This design comes from an exercise in tuning for small area, a short achievable clock period and few clock cycles on the open sky130 flow, not from production work. In this exercise RTL edits were held to simulation tests only and were not proved equivalent to the original. Power figures rest on the tool's default switching activity, not on a simulated workload.

==> build 77: inputs <==
==> flow/design.v (excerpt) <==
module ssdv_recoder (
    input  wire        clk,
    input  wire        rst,
    input  wire        in_valid,
    output wire        in_ready,
    input  wire [1:0]  in_op,
    input  wire [11:0] in_coef,
    input  wire [7:0]  in_qs,
    input  wire [7:0]  in_qd,
    input  wire [1:0]  in_comp,
    input  wire        in_rb,
    input  wire        in_dec,
    output reg         out_valid,
    input  wire        out_ready,
    output reg  [7:0]  out_byte
);
    localparam OP_COEF = 2'd0, OP_EOB = 2'd1, OP_SYNC = 2'd2, OP_INIT = 2'd3;
    localparam W = 40;             
    localparam [3:0] T_AC = 4'd0, T_ACL = 4'd1, T_EOB = 4'd2, T_SYNC = 4'd3,
                     T_INIT = 4'd4;   
    wire stall;
    assign in_ready = !stall;
    wire adv = !stall;
    reg  [5:0]  k;
    reg         decb;
    reg  [15:0] dcs0, dcs1, dcs2;
    wire        is_dc  = (k == 6'd0);
    wire [15:0] v16    = {{4{in_coef[11]}}, in_coef};
    wire [15:0] dcs_c  = (in_comp == 2'd0) ? dcs0 : (in_comp == 2'd1) ? dcs1 : dcs2;
    wire [15:0] dc_abs = (decb && in_rb) ? v16 : (dcs_c + v16);
    wire [15:0] xb     = is_dc ? dc_abs : v16;
    reg  [3:0]  b_tag;
    always @(*) begin
        case (in_op)
            OP_COEF: b_tag = is_dc ? {1'b1, in_rb, in_comp} : (k == 6'd63) ? T_ACL : T_AC;
            OP_EOB:  b_tag = T_EOB;
            OP_SYNC: b_tag = T_SYNC;
            default: b_tag = T_INIT | {3'd0, in_dec};
        endcase
    end
    reg         bv;
    reg  [3:0]  btag;
    reg  [15:0] bx;            
    reg         bneg;
    reg  [7:0]  bqs, bqd;
    always @(posedge clk) begin
        if (rst) begin
            k <= 6'd0; decb <= 1'b0;
            dcs0 <= 16'd0; dcs1 <= 16'd0; dcs2 <= 16'd0;
  ...
clock: 8.0 ns
lec_check: 0
cap_margin: 20
core_margin: 2
core_utilization: 40
place_density: 0.75
setup_slack_margin: 3.6
slew_margin: 20
synth_memory_max_bits: 65536
tns_end_percent: 5
run.sh (not shown) runs the stock make flow with config.mk's settings and CLKGATE_MAP_FILE= SYNTH_SCRIPT=/design/flow/synth_recipe.tcl, a recipe that flattens the netlist after the stock synthesis.
==> inputs of build 4, as changes to build 77 <==
PLACE_DENSITY = 0.6   (was 0.75)
==> notes.md <==
Build 77 finished with timing, DRC and antenna clean. Build 4 ran to the end with no violations. Clock-buffer cell count: build 77 is lower than build 4 (4). In sequential cell count, build 4 and build 77 do not differ. First-iteration DRC count: build 77 is higher than build 4 (about 13%). Core utilization is about the same in build 4 and build 77. In synthesized cell count, build 77 and build 4 do not differ. Against build 77, the non-clock buffer count of build 4 is lower by 6. In build 77 the global-route usage is lower than in build 4, by 0.78 points. In build 77 the power is larger than in build 4, by about 3.4%. In sequential share of layout area, build 77 and build 4 hardly differ. Of build 77 and build 4, build 4 has the higher routed wire length (gap about 1%, measured against build 4). In build 77 the register-to-register slack is worse than in build 4, by 0.29 ns.
==> figures <==
Comb. pwr: build 77 10.5 mW; build 4 9.97 mW
Maximum vdd ir drop: build 77 0.2930 mV; build 4 0.3379 mV
Number of standard cells in the final layout excluding fillers: build 77 5022; build 4 5018
Share of power burned in the clock network: build 77 0.134; build 4 0.136
Fraction of layout instances using a drive strength above 1: build 77 0.1062; build 4 0.1043
Net switching share of the total power: build 77 0.4448; build 4 0.4441
Run status: build 77 complete, no violations; build 4 complete, no violations
CP Max Fanout: build 77 43; build 4 35
Worst-skew pair later-pin latency: build 77 0.58 ns; build 4 0.60 ns
Number of clock buffers in the layout: build 77 54; build 4 58
Multi-Input Combinational: build 77 2866; build 4 2865
Cell Count Post-Placement: build 77 4843; build 4 4846
Pin count of the biggest net entering global routing: build 77 84; build 4 77
Metal3 WL: build 77 6262 µm; build 4 4132 µm
Average routed wire per standard cell: build 77 17.88 µm; build 4 18.08 µm
Met1 capacity usage during global routing: build 77 0.2688; build 4 0.2898
Number of cells on the worst reg-to-reg path: build 77 18; build 4 21
CP Launch Point: build 77 gsize[2]$_DFFE_PP_; build 4 in_comp[1]
Number of gates resized after cts: build 77 78; build 4 106
Worst setup path endpoint: build 77 plen[4]$_SDFFCE_PP0P_; build 4 bx[13]$_DFFE_PP_
Clock group total power: build 77 2.13 mW; build 4 2.11 mW
Critical Setup Path Class: build 77 flop to flop; build 4 input port to flop
GRT Total Usage: build 77 0.2002; build 4 0.2080
Testbench counts of build 77, summed over its fixed seeds: cycles 22,021.
Testbench counts of build 4, summed over its fixed seeds: cycles 22,021.

-- re-timing with driven ports --
In the flow no input, the clock included, has a driving cell. The finished layouts below were timed again as built, in two steps. Step 1 assumes that a clkbuf_16 drives the clock port and a buf_2 every other input. Step 2, shift: input delay + t, output delay - t, t = (earliest + latest rising clock arrival at the registers) / 2. This alone moves slack from input paths to output paths. Three values: ideal, step 1, step 2; two values: the first two.
| run | shift t [ns] | setup WS [ns] | hold slack, ns | worst setup path at the end | slew at the worst register clock pin (ns) |
|---|---|---|---|---|---|
| build 77 | 0.643 | 3.219 / 3.202 / 2.765 | 0.418 / 0.418 / 0.418 | input to register | 0.07 / 0.07 |
| build 4 | 0.655 | 3.461 / 3.428 / 2.854 | 0.419 / 0.419 / 0.419 | input to register | 0.07 / 0.07 |
After both steps setup and hold are still met in every run listed. The setup slack of build 4, which loses most, moves by -0.033 ns with the drivers and by -0.607 ns with both steps.
